This design comes from an exercise in tuning for small area on the open sky130 flow, not from production work.
Function was checked by simulation only, so behaviour that the tests miss may differ from the original.

Setup of the reference run:
==> flow/design.v (excerpt) <==
module fht8v_timeslot (
  input  wire        clk,
  input  wire        rst,
  input  wire        tick_valid,
  output wire        tick_ready,
  input  wire [15:0] tick_temp,       
  input  wire        tick_radio_ok,   
  input  wire        cmd_valid,
  output wire        cmd_ready,
  input  wire [2:0]  cmd_op,
  input  wire [3:0]  cmd_group,       
  input  wire [7:0]  cmd_a,
  input  wire [7:0]  cmd_b,
  input  wire [3:0]  cmd_opc,
  output reg         rsp_valid,
  input  wire        rsp_ready,
  output wire [1:0]  rsp_code,
  output wire [47:0] rsp_msg,
  output wire [1:0]  rsp_mode,
  output wire [15:0] rsp_cnt,
  output wire [7:0]  rsp_sc,
  output wire [3:0]  rsp_count,
  output wire        rsp_panic,
  output wire [7:0]  rsp_freeze,
  output wire [15:0] rsp_last_temp,
  output wire [31:0] rsp_tick,
  output wire [31:0] rsp_last_enq,
  output reg         ev_valid,
  input  wire        ev_ready,
  output wire [1:0]  ev_kind,         
  output wire [2:0]  ev_group,
  output wire [47:0] ev_msg,
  output wire [31:0] ev_tick
);
  ...
For scale: ~1,500 cells after synthesis, about 310 I/O pins, about 18,000 um^2 of cells after synthesis.
Settings: LEC_CHECK=0, CAP_MARGIN=20, CORE_MARGIN=2, CORE_UTILIZATION=60, SLEW_MARGIN=20; clock period 10.0 ns.
standard.sh (not shown) runs the stock make flow with config.mk's settings and CLKGATE_MAP_FILE= SYNTH_SCRIPT=/design/flow/synth_recipe.tcl, a recipe that flattens the netlist after the stock synthesis.
==> flow/flow/run.sh <==
#!/bin/bash
# The standard layout (standard.sh), with these changes:
#  - synthesis: synth_recipe.tcl as it is, but with the logic mapped by an
#    area-oriented abc script and adder extraction limited to full adders
#    (flow/synth.tcl); the registers come out as in the standard synthesis;
#  - the port buffers are made from the smallest buffer cell, buf_1;
#  - the clock tree uses clkbuf_16 over clusters of up to 28 registers and no
#    dummy loads.
# The full output of the layout goes to standard.log; ORFS keeps each step's
# own log under orfs/logs.
set -euo pipefail
here=$(pwd)
export AREA_ABC_SCRIPT="$here/flow/abc_area.script"
export FLOW_SYNTH_TCL="$here/synth_recipe.tcl"
export BUFFER_PORTS_ARGS="-buffer_cell sky130_fd_sc_hd__buf_1"
export CTS_ARGS="-sink_clustering_enable -repair_clock_nets -dont_use_dummy_load -buf_list {sky130_fd_sc_hd__clkbuf_16} -sink_clustering_size 28 -sink_clustering_max_diameter 80"
sed -e "s#SYNTH_SCRIPT=[^ ]*#SYNTH_SCRIPT=$here/flow/synth.tcl#" standard.sh > own.sh
grep -q "SYNTH_SCRIPT=$here/flow/synth.tcl" own.sh
bash own.sh > standard.log 2>&1
==> flow/flow/abc_area.script <==
strash
&get -n
&st
&deepsyn -T 120
&dch -f
&nf -R 1000
&put
topo
==> flow/flow/synth.tcl <==
# The standard flow's synthesis script (synth_recipe.tcl) unchanged, except that:
#  - the abc call maps the logic with an area-oriented script
#    (flow/abc_area.script) that leaves gate sizing to the layout;
#  - adder extraction looks for full adders only (no half adders).
proc abc {args} {
  set i [lsearch -exact $args -script]
  if { $i >= 0 } { lset args [expr {$i + 1}] $::env(AREA_ABC_SCRIPT) }
  yosys abc {*}$args
}
proc extract_fa {args} {
  if { [lsearch -exact $args -ha] < 0 && [lsearch -exact $args -fa] < 0 } { lappend args -fa }
  yosys extract_fa {*}$args
}
source $::env(FLOW_SYNTH_TCL)
Input changes introduced in the trial run (baseline for comparison: the reference run):
diff --git a/flow/design.v b/flow/design.v
--- a/flow/design.v
+++ b/flow/design.v
@@ -88,23 +88,23 @@
   function [7:0] sub8(input [7:0] x, input [7:0] z);
     integer i; reg k;
     begin k = 1'b1; for (i = 0; i < 8; i = i + 1) begin sub8[i] = x[i] ^ ~z[i] ^ k; k = (x[i] & ~z[i]) | (k & (x[i] ^ ~z[i])); end end
   endfunction
   function [7:0] add8(input [7:0] x, input [7:0] z);
     integer i; reg k;
     begin k = 1'b0; for (i = 0; i < 8; i = i + 1) begin add8[i] = x[i] ^ z[i] ^ k; k = (x[i] & z[i]) | (k & (x[i] ^ z[i])); end end
   endfunction
   wire ev_free = !ev_valid || ev_ready;
   wire [2:0] ph1 = ph + 3'd1;
   wire adv = ev_free && (!rsp_valid || rsp_ready) && (ph == pg + 3'd1);
-  wire idle    = !clr && !cs && !ts && !ev_valid && !rsp_valid;
+  wire idle    = !clr && !cs && !ts;
   wire [7:0]  h_hc1  = hd[63:56];
   wire [7:0]  h_hc2  = hd[55:48];
   wire [7:0]  h_addr = hd[47:40];
   wire [5:0]  h_cmd  = hd[39:34];
   wire [7:0]  h_ext  = hd[33:26];
   wire [1:0]  h_mode = hd[25:24];
   wire [15:0] h_cnt  = hd[23:8];
   wire [7:0]  h_sc   = hd[7:0];
   wire stepping = ts && adv;
   wire pm       = stepping && pnow;
   wire [7:0] p_addr = pm ? 8'd0 : h_addr;
@@ -232,29 +232,27 @@
     nx = hd;
     if (step_en)
       nx = {h_hc1, h_hc2, p_addr, q_cmd, q_ext, n_mode, n_cnt, n_sc};
     if (c_enq)
       nx[47:26] = {cmd_a, 2'b01, cmd_opc, cmd_b};
     if (c_sync)
       nx = {h_hc1, h_hc2, 8'd0, C_SYNC, 8'd241, M_SYNC_COUNT, h_cnt, 8'd241};
     if (c_pair)
       nx = {h_hc1, h_hc2, cmd_a, C_PAIR, 8'd0, M_PAIR_START, h_cnt, h_sc};
     if (c_sethc)
       nx[63:48] = {cmd_a, cmd_b};
-    if (rst || clr)
-      nx = 64'd0;
   end
   wire [1:0]  fx_in  = step_en ? n_fx : FX_NONE;
   wire [5:0]  g_cmd  = (fx == FX_SYNC_SET) ? C_SYNC_SET : {o[39] | (fx == FX_REPEAT), o[38:34]};
   wire [7:0]  g_ext  = (fx == FX_SYNC_SET) ? 8'd0 : (fx == FX_FLOOR) ? 8'd40 : o[33:26];
-  wire [63:0] g_rec  = {o[63:40], g_cmd, g_ext, o[25:0]};
+  wire [63:0] g_rec  = clr ? 64'd0 : {o[63:40], g_cmd, g_ext, o[25:0]};
   wire [32:0] tick1   = inc32(tick);
   wire        panic_due = (tick[9:0] == add10(le_lo, 10'd699));
   always @(posedge clk) begin
     if (adv) begin
       ring <= {ring[383:0], g_rec};
       o    <= nx;
       fx   <= fx_in;
       pg   <= ph;
       ph   <= ph1;
     end else begin
       ring <= {ring[383:0], hd};
Relative to the reference run, total length of routed met2 wires has gone up in the trial run.
met3 layer usage reported by global route, the reference run and the trial run, higher one = the reference run.
The trial run and the reference run ended up with roughly the same initial standard-cell utilization of the core.
Sequential share of cell area: the trial run vs the reference run down 0.23 points
Going from the reference run to the trial run, the estimated wirelength of the detail-placed design was found to have gone up by about 5%.
Against the reference run, the trial run reports a minimum setup slack among reg-to-reg paths that is higher.
Looking at cell area, the trial run sits 0.36% above the reference run.
Wire length for the trial run is higher than for the reference run.
~same clock insertion delay at the later pin of the skew report in the reference run and the trial run

* * *

run 2:
fht8v_timeslot, a different RTL version from the one above (not shown whole).
Size: about 1,500 cells after synthesis, roughly 600 flip-flops, ~310 I/O pins.
export LEC_CHECK = 0
export CAP_MARGIN = 20
export CORE_MARGIN = 2
export CORE_UTILIZATION = 60
export SLEW_MARGIN = 20
create_clock -name core_clock -period 10.0 [get_ports {clk}]
Scripts as last shown in full above: flow/flow/run.sh, flow/flow/abc_area.script, flow/flow/synth.tcl
Here is what was changed in the inputs of run 5 compared with run 2.
-- flow/design.v --
<<< run 2, line 97
  wire [2:0] ph1 = ph + 3'd1;
  wire adv = ev_free && (!rsp_valid || rsp_ready) && (ph == pg + 3'd1);
  wire idle    = !clr && !cs && !ts && !ev_valid && !rsp_valid;
  wire [7:0]  h_hc1  = hd[63:56];
  wire [7:0]  h_hc2  = hd[55:48];
>>> run 5, line 97
  wire [2:0] ph1 = ph + 3'd1;
  wire adv = ev_free && (!rsp_valid || rsp_ready) && (ph == pg + 3'd1);
  wire idle    = !clr && !cs && !ts;
  wire [7:0]  h_hc1  = hd[63:56];
  wire [7:0]  h_hc2  = hd[55:48];
<<< run 2, line 136
  wire [1:0] fz = g0 ? f_new : freeze;
  wire radio = g0 ? tick_radio_ok : radio_q;
  reg        n_ev;
  reg [1:0]  n_kind;
  reg [5:0]  n_cmd;
  reg [7:0]  n_ext;
  reg [1:0]  n_mode;
  reg [15:0] n_cnt;
>>> run 5, line 136
  wire [1:0] fz = g0 ? f_new : freeze;
  wire radio = g0 ? tick_radio_ok : radio_q;
  localparam [1:0] FX_NONE = 2'd0, FX_REPEAT = 2'd1, FX_SYNC_SET = 2'd2, FX_FLOOR = 2'd3;
  reg        n_ev;
  reg [1:0]  n_kind;
  reg [1:0]  n_fx;
  reg [1:0]  n_mode;
  reg [15:0] n_cnt;
<<< run 2, line 147
    n_ev   = 1'b0;
    n_kind = EV_TX;
    n_cmd  = q_cmd;
    n_ext  = q_ext;
    n_mode = h_mode;
    n_cnt  = h_cnt;
>>> run 5, line 147
    n_ev   = 1'b0;
    n_kind = EV_TX;
    n_fx   = FX_NONE;
    n_mode = h_mode;
    n_cnt  = h_cnt;
<<< run 2, line 167
          end
          if (fz != 2'd0 && q_cmd[3:0] == 4'h6 && q_ext < 8'd40)
            n_ext = 8'd40;
        end
        if (hit0) begin
          n_ev     = radio;
          n_kind   = EV_TX;
          n_cmd[5] = q_cmd[5] | radio;
          n_cnt    = 16'd0;
        end
>>> run 5, line 166
          end
          if (fz != 2'd0 && q_cmd[3:0] == 4'h6 && q_ext < 8'd40)
            n_fx = FX_FLOOR;
        end
        if (hit0) begin
          n_ev     = radio;
          n_kind   = EV_TX;
          if (radio)
            n_fx   = FX_REPEAT;
          n_cnt    = 16'd0;
        end
<<< run 2, line 180
        n_sc = sc1;
        if (sc1 == 8'd0) begin
          n_cmd  = C_SYNC_SET;
          n_ext  = 8'd0;
          n_mode = M_SYNC_FINAL;
        end
>>> run 5, line 180
        n_sc = sc1;
        if (sc1 == 8'd0) begin
          n_fx   = FX_SYNC_SET;
          n_mode = M_SYNC_FINAL;
        end
<<< run 2, line 187
      M_SYNC_FINAL: begin
        n_ev     = radio;
        n_cmd[5] = q_cmd[5] | radio;
        n_mode   = M_NORMAL;
        n_cnt    = 16'd0;
>>> run 5, line 186
      M_SYNC_FINAL: begin
        n_ev     = radio;
        if (radio)
          n_fx   = FX_REPEAT;
        n_mode   = M_NORMAL;
        n_cnt    = 16'd0;
<<< run 2, line 193
      default: begin
        n_ev   = radio;
        n_cmd  = C_SYNC_SET;
        n_ext  = 8'd0;
        n_mode = M_SYNC_FINAL;
      end
>>> run 5, line 193
      default: begin
        n_ev   = radio;
        n_fx   = FX_SYNC_SET;
        n_mode = M_SYNC_FINAL;
      end
<<< run 2, line 233
    nx = hd;
    if (step_en)
      nx = {h_hc1, h_hc2, p_addr, n_cmd, n_ext, n_mode, n_cnt, n_sc};
    if (c_enq)
      nx[47:26] = {cmd_a, 2'b01, cmd_opc, cmd_b};
>>> run 5, line 232
    nx = hd;
    if (step_en)
      nx = {h_hc1, h_hc2, p_addr, q_cmd, q_ext, n_mode, n_cnt, n_sc};
    if (c_enq)
      nx[47:26] = {cmd_a, 2'b01, cmd_opc, cmd_b};
<<< run 2, line 242
    if (c_sethc)
      nx[63:48] = {cmd_a, cmd_b};
    if (rst || clr)
      nx = 64'd0;
  end
  wire       tx      = step_en && n_ev && (n_kind == EV_TX);
  wire [1:0] fx_in   = {tx && h_mode[0] && (h_mode[1] || sc1 == 8'd0),    
                        tx && !h_mode[0]};                                 
  wire [63:0] p_in   = (fx_in != 2'd0) ? {nx[63:40], q_cmd, q_ext, nx[25:0]} : nx;
  wire [5:0]  g_cmd  = fx[1] ? C_SYNC_SET : {o[39] | fx[0], o[38:34]};
  wire [7:0]  g_ext  = fx[1] ? 8'd0 : o[33:26];
  wire [63:0] g_rec  = {o[63:40], g_cmd, g_ext, o[25:0]};
  wire [32:0] tick1   = inc32(tick);
>>> run 5, line 241
    if (c_sethc)
      nx[63:48] = {cmd_a, cmd_b};
    if (clr)
      nx = 64'd0;
  end
  wire [1:0]  fx_in  = step_en ? n_fx : FX_NONE;
  wire [5:0]  g_cmd  = (fx == FX_SYNC_SET) ? C_SYNC_SET : {o[39] | (fx == FX_REPEAT), o[38:34]};
  wire [7:0]  g_ext  = (fx == FX_SYNC_SET) ? 8'd0 : (fx == FX_FLOOR) ? 8'd40 : o[33:26];
  wire [63:0] g_rec  = {o[63:40], g_cmd, g_ext, o[25:0]};
  wire [32:0] tick1   = inc32(tick);
<<< run 2, line 257
    if (adv) begin
      ring <= {ring[383:0], g_rec};
      o    <= p_in;
      fx   <= fx_in;
      pg   <= ph;
>>> run 5, line 253
    if (adv) begin
      ring <= {ring[383:0], g_rec};
      o    <= nx;
      fx   <= fx_in;
      pg   <= ph;
Notes after the runs:
The core of run 5 is less densely filled than that of run 2. Post-route non-filler standard cell count: run 5 < run 2. Relative to run 2, netlist area before placement decreased by 1.1% in run 5. Worst-case clock skew deteriorates in run 5 relative to run 2. Total instance count after detailed placement in run 5 vs run 2: down 35. Total DRC errors in the routed layout delta (run 2 -> run 5): insignificant. Die area ended up 1.0% lower on run 5 than on run 2. Across both runs, x dimension of the die was lower for run 5 than for run 2. Of run 2 and run 5, the run reporting the lower synthesized cell count was run 5. Final critical path time including I/O delays and setup, run 2 and run 5: lower on run 5.

[static timing again, ports no longer ideal]
Ports are ideal in the flow. The routed layouts listed here were re-timed in OpenROAD. Step 1 sets driving cells, clkbuf_16 on the clock port and buf_2 on the other inputs (assumed; they add their load-dependent delay and slew). Step 2 times the ports against the registers' clock, not the clock port: input delays grow and output delays shrink by t, the midpoint of the rising clock arrivals with the driver on. Three values: no drivers, after step 1, after step 2; two values: the first two.
run	shift t [ns]	setup WS [ns]	worst register clock-pin slew, ns
the reference run	0.611	1.957 / 1.903 / 2.023	0.11 / 0.11
the trial run	0.597	1.909 / 1.861 / 2.459	0.11 / 0.11
run 2	0.601	1.790 / 1.739 / 2.226	0.10 / 0.10
run 5	0.593	1.889 / 1.837 / 2.069	0.10 / 0.10
After both steps setup and hold are still met in every run listed.
